Source: an optimization exercise on an open RTL-to-GDS flow (aim: small area, a short achievable clock period and few clock cycles per item). Production flows keep margins and buffers that such runs may drop.
In this exercise RTL edits were held to simulation tests only and were not proved equivalent to the original.
No activity file was given, so power comes from the tool's default toggle rates.

==> flow/design.v (excerpt) <==
module tdes_core (
  input  wire         clk,
  input  wire         rst,
  input  wire         cmd_valid,
  output wire         cmd_ready,
  input  wire [1:0]   cmd_op,
  input  wire [167:0] cmd_key,
  input  wire [63:0]  cmd_data,
  output reg          out_valid,
  output reg  [63:0]  out_data
);
For scale: ~280 flip-flops, about 18000 um2 of cells after synthesis.
==> flow/config.mk <==
export PLATFORM = sky130hd
export DESIGN_NAME = tdes_core
export DESIGN_NICKNAME = tdes_core
export VERILOG_FILES = /design/flow/design.v
export SDC_FILE = /design/flow/constraint.sdc
export NUM_CORES = 4
export LEC_CHECK = 0
export ABC_AREA = 1
export CAP_MARGIN = 0
export CORE_MARGIN = 2
export CORE_UTILIZATION = 50
export CTS_BUF_LIST = sky130_fd_sc_hd__clkbuf_8
export SETUP_SLACK_MARGIN = 2.85
export SLEW_MARGIN = 0
export TNS_END_PERCENT = 5
==> flow/constraint.sdc <==
create_clock -name core_clock -period 5.0 [get_ports {clk}]
set_input_delay 1.0000 -clock core_clock [delete_from_list [all_inputs] [get_ports {clk}]]
set_output_delay 1.0000 -clock core_clock [all_outputs]
set_load 0.01 [all_outputs]
standard.sh (not shown) runs the stock make flow with config.mk's settings and CLKGATE_MAP_FILE= SYNTH_SCRIPT=/design/flow/synth_recipe.tcl, a recipe that flattens the netlist after the stock synthesis.
==> flow/flow/run.sh <==
#!/bin/bash
# Standard layout, but the port buffers are the smallest buffer cell.
set -euo pipefail
export BUFFER_PORTS_ARGS="-buffer_cell sky130_fd_sc_hd__buf_1"
bash standard.sh finish > standard_flow.log 2>&1
The first run completed without violations.
Testbench counts at the start, summed over its fixed seeds: cycles 146,392, blocks 4,205.
Next try:
ABC_AREA = default   (was 1)
CAP_MARGIN = 20   (was 0)
CORE_UTILIZATION = 60   (was 50)
SETUP_SLACK_MARGIN = 2.5   (was 2.85)
SLEW_MARGIN = 20   (was 0)
TNS_END_PERCENT = default   (was 5)
The new run finished with timing, DRC and antenna clean.
Sequential power shrinks by about 5%.
Final area increases by 7.5%.
Sequential share of layout area drops by 2.2 points.

* * *

Starting RTL as in the previous note.
==> flow/config.mk <==
export PLATFORM = sky130hd
export DESIGN_NAME = tdes_core
export DESIGN_NICKNAME = tdes_core
export VERILOG_FILES = /design/flow/design.v
export SDC_FILE = /design/flow/constraint.sdc
export NUM_CORES = 4
export LEC_CHECK = 0
export ABC_AREA = 1
export CAP_MARGIN = 20
export CORE_MARGIN = 2
export CORE_UTILIZATION = 40
export CTS_BUF_LIST = sky130_fd_sc_hd__clkbuf_8
export SETUP_SLACK_MARGIN = 3.0
export SLEW_MARGIN = 20
export TNS_END_PERCENT = 10
==> flow/constraint.sdc <==
create_clock -name core_clock -period 5.0 [get_ports {clk}]
set_input_delay 1.0000 -clock core_clock [delete_from_list [all_inputs] [get_ports {clk}]]
set_output_delay 1.0000 -clock core_clock [all_outputs]
set_load 0.01 [all_outputs]
Scripts as last shown in full above: flow/flow/run.sh
Testbench counts at the start, summed over its fixed seeds: cycles 146,392, blocks 4,205.
Then changed:
--- a/flow/config.mk
+++ b/flow/config.mk
@@ -11,5 +11,5 @@
 export CORE_UTILIZATION = 40
 export CTS_BUF_LIST = sky130_fd_sc_hd__clkbuf_8
-export SETUP_SLACK_MARGIN = 3.0
+export SETUP_SLACK_MARGIN = 2.7
 export SLEW_MARGIN = 20
-export TNS_END_PERCENT = 10
+export TNS_END_PERCENT = 5
Outcome:
- global-route usage goes down by 0.33 points
- sequential share of layout area goes up by 1.6 points
- worst setup slack degrades by 0.13 ns
- cell area goes down by a few percent
- routed wire length goes down by a few percent
Then changed:
--- a/flow/config.mk
+++ b/flow/config.mk
@@ -6,5 +6,4 @@
 export NUM_CORES = 4
 export LEC_CHECK = 0
-export ABC_AREA = 1
 export CAP_MARGIN = 20
 export CORE_MARGIN = 2
=> Power goes down by roughly a tenth. Worst setup slack got worse by 0.30 ns. Die area rises by a few percent. Clock power drops by a little under a tenth. Routed wire length drops by a few percent. Via count came out lower by roughly a tenth.
Then changed:
--- a/flow/config.mk
+++ b/flow/config.mk
@@ -6,9 +6,10 @@
 export NUM_CORES = 4
 export LEC_CHECK = 0
-export CAP_MARGIN = 20
+export ABC_AREA = 1
+export CAP_MARGIN = 0
 export CORE_MARGIN = 2
 export CORE_UTILIZATION = 40
 export CTS_BUF_LIST = sky130_fd_sc_hd__clkbuf_8
-export SETUP_SLACK_MARGIN = 2.7
-export SLEW_MARGIN = 20
-export TNS_END_PERCENT = 5
+export SETUP_SLACK_MARGIN = 3.0
+export SLEW_MARGIN = 0
+export TNS_END_PERCENT = 8
=>
- design area rose slightly
- power went up by about a fifth
- fmax came out higher by about a fifth
- area after synthesis fell by a few percent
- first-iteration DRC count drops by a little under a tenth
- clock skew climbs by 0.028 ns
- setup slack is better by 0.44 ns
Then changed:
--- a/flow/config.mk
+++ b/flow/config.mk
@@ -6,10 +6,8 @@
 export NUM_CORES = 4
 export LEC_CHECK = 0
-export ABC_AREA = 1
-export CAP_MARGIN = 0
+export CAP_MARGIN = 20
 export CORE_MARGIN = 2
 export CORE_UTILIZATION = 40
 export CTS_BUF_LIST = sky130_fd_sc_hd__clkbuf_8
 export SETUP_SLACK_MARGIN = 3.0
-export SLEW_MARGIN = 0
-export TNS_END_PERCENT = 8
+export SLEW_MARGIN = 20
What happened: The changed run passed the timing, DRC and antenna checks; setup slack is worse by 0.34 ns; area after synthesis went up by about 2%; routed wire length went up by about 9%; die area went up by 2.1%; critical path depth went up by 12.

* * *

== P ==
tdes_core again, from the RTL that the note above started with.
export LEC_CHECK = 0
export ABC_AREA = 1
export CAP_MARGIN = 20
export CORE_MARGIN = 2
export CORE_UTILIZATION = 40
export CTS_BUF_LIST = sky130_fd_sc_hd__clkbuf_16
export CTS_CLUSTER_DIAMETER = 100
export CTS_CLUSTER_SIZE = 30
export SETUP_SLACK_MARGIN = 3.0
export SLEW_MARGIN = 20
export TNS_END_PERCENT = 10
create_clock -name core_clock -period 5.0 [get_ports {clk}]
Scripts as last shown in full above: flow/flow/run.sh
The flow did not stop early for P: all stages ran, and the layout cleared the timing, DRC and antenna checks.
Testbench counts of P, summed over its fixed seeds: cycles 146,392, blocks 4,205.
--- input diff P..Q ---
==> flow/config.mk <==
export PLATFORM = sky130hd
export DESIGN_NAME = tdes_core
export DESIGN_NICKNAME = tdes_core
export VERILOG_FILES = /design/flow/design.v
export SDC_FILE = /design/flow/constraint.sdc
export NUM_CORES = 4
export LEC_CHECK = 0
export ABC_AREA = 1
export CAP_MARGIN = 5
export CORE_MARGIN = 2
export CORE_UTILIZATION = 40
export CTS_BUF_LIST = sky130_fd_sc_hd__clkbuf_8
export SETUP_SLACK_MARGIN = 2.85
export SLEW_MARGIN = 5
export TNS_END_PERCENT = 5
Findings:
Q did not stop at any stage, and its layout met the timing, DRC and antenna checks. Summary of Q over P: worst setup slack picked up an extra 39 ps; row count did not really move; count of clock-buffer cells in the layout now larger; proportion of cell area occupied by registers picked up an extra 1.6 points. | switching power total | Q vs P | better |. met3 wirelength from detailed routing grows by a few percent when moving from P to Q.

* * *

== build 75 ==
Starting RTL as in the previous note.
clock: 5.0 ns
lec_check: 0
cap_margin: 20
core_margin: 2
core_utilization: 40
cts_buf_list: sky130_fd_sc_hd__clkbuf_8
cts_cluster_diameter: 80
cts_cluster_size: 20
setup_slack_margin: 2.5
slew_margin: 20
Scripts as last shown in full above: flow/flow/run.sh
Build 75 completed; timing, DRC and antenna clean
Testbench counts of build 75, summed over its fixed seeds: cycles 146,392, blocks 4,205.
diff inputs: build 75 => build 61
Settings: CTS_CLUSTER_DIAMETER no longer set, was 80; CTS_CLUSTER_SIZE no longer set, was 20.
==> comparison <==
Taking build 75 as the reference point, the post-CTS repair timing setup buffer count of build 61 falls by 6.
Sort build 61 and build 75 by met3 global-route usage desc -> top: build 61
Lower share of the final layout cell area in sequential cells goes to build 61 over build 75.
Status: power in sequential cells parity (build 75, build 61)
Lower hold slack was reported by build 61, not build 75.
In build 61 relative to build 75, total non-filler cell area in the finished layout had gone up slightly.
Compared with build 75, in build 61 utilization saw an increase, clock skew saw a decrease.
Relative to build 61, the following input files were edited for build 80:
Settings: SETUP_SLACK_MARGIN changed from 2.5 to 2.0.
Findings:
- Going from build 61 to build 80, worst setup slack lost 0.28 ns, count of clock-buffer cells in the layout saw a decrease, wire length of the first global-routing pass now smaller, sequential standard cell area moved down, total power moved down.
- Across both runs, multi-input gate share of total cell area was higher for build 80 than for build 61.
- Changes observed in build 80 relative to build 61: total met2 wirelength after detailed routing moved down; final critical-path share of the clock period moved up; synthesis-to-layout area growth moved down.
- Build 80 ends up with a clock network power that is about 4% lower than in build 61.
- Build 80 ended up with R[12] as its end point of the critical path; build 61 ended up with R[21].

## afterwards: timing with drivers on the ports
How much do the figures lean on ideal ports? The routed layouts below were timed once more, with nothing changed but the port constraints.
Step 1, drivers: a clkbuf_16 drives clk and a buf_2 each remaining input, both assumed.
Step 2 also shifts input and output timing later by t, the mid clock arrival at the registers, as if the neighbouring blocks saw the same clock.
a / b / c = no drivers / after step 1 / after step 2; a / b = the first two.
run | shift t [ns] | setup slack, ns | hold slack, ns
the first run of note 1 | 0.681 | 2.713 / 2.660 / 2.334 | 0.515 / 0.509 / 0.515
the second run of note 1 | 0.640 | 2.308 / 2.308 / 1.847 | 0.448 / 0.448 / 0.448
the first run of note 2 | 0.673 | 2.732 / 2.680 / 2.331 | 0.435 / 0.435 / 0.435
the second run of note 2 | 0.683 | 2.606 / 2.554 / 2.305 | 0.462 / 0.462 / 0.462
the third run of note 2 | 0.683 | 2.305 / 2.305 / 2.130 | 0.458 / 0.458 / 0.458
the fourth run of note 2 | 0.678 | 2.744 / 2.691 / 2.340 | 0.465 / 0.465 / 0.465
the fifth run of note 2 | 0.701 | 2.406 / 2.406 / 2.073 | 0.462 / 0.462 / 0.462
P | 0.592 | 2.696 / 2.696 / 2.332 | 0.443 / 0.443 / 0.443
Q | 0.676 | 2.734 / 2.684 / 2.330 | 0.467 / 0.467 / 0.467
build 75 | 0.661 | 2.347 / 2.347 / 2.036 | 0.461 / 0.461 / 0.461
build 61 | 0.694 | 2.341 / 2.341 / 2.102 | 0.454 / 0.454 / 0.454
build 80 | 0.669 | 2.063 / 2.063 / 1.993 | 0.456 / 0.456 / 0.456
After both steps every run listed still meets setup and hold. For the second run of note 1, which loses most, drivers alone change the setup slack by 0.000 ns; drivers and shift together by -0.461 ns.
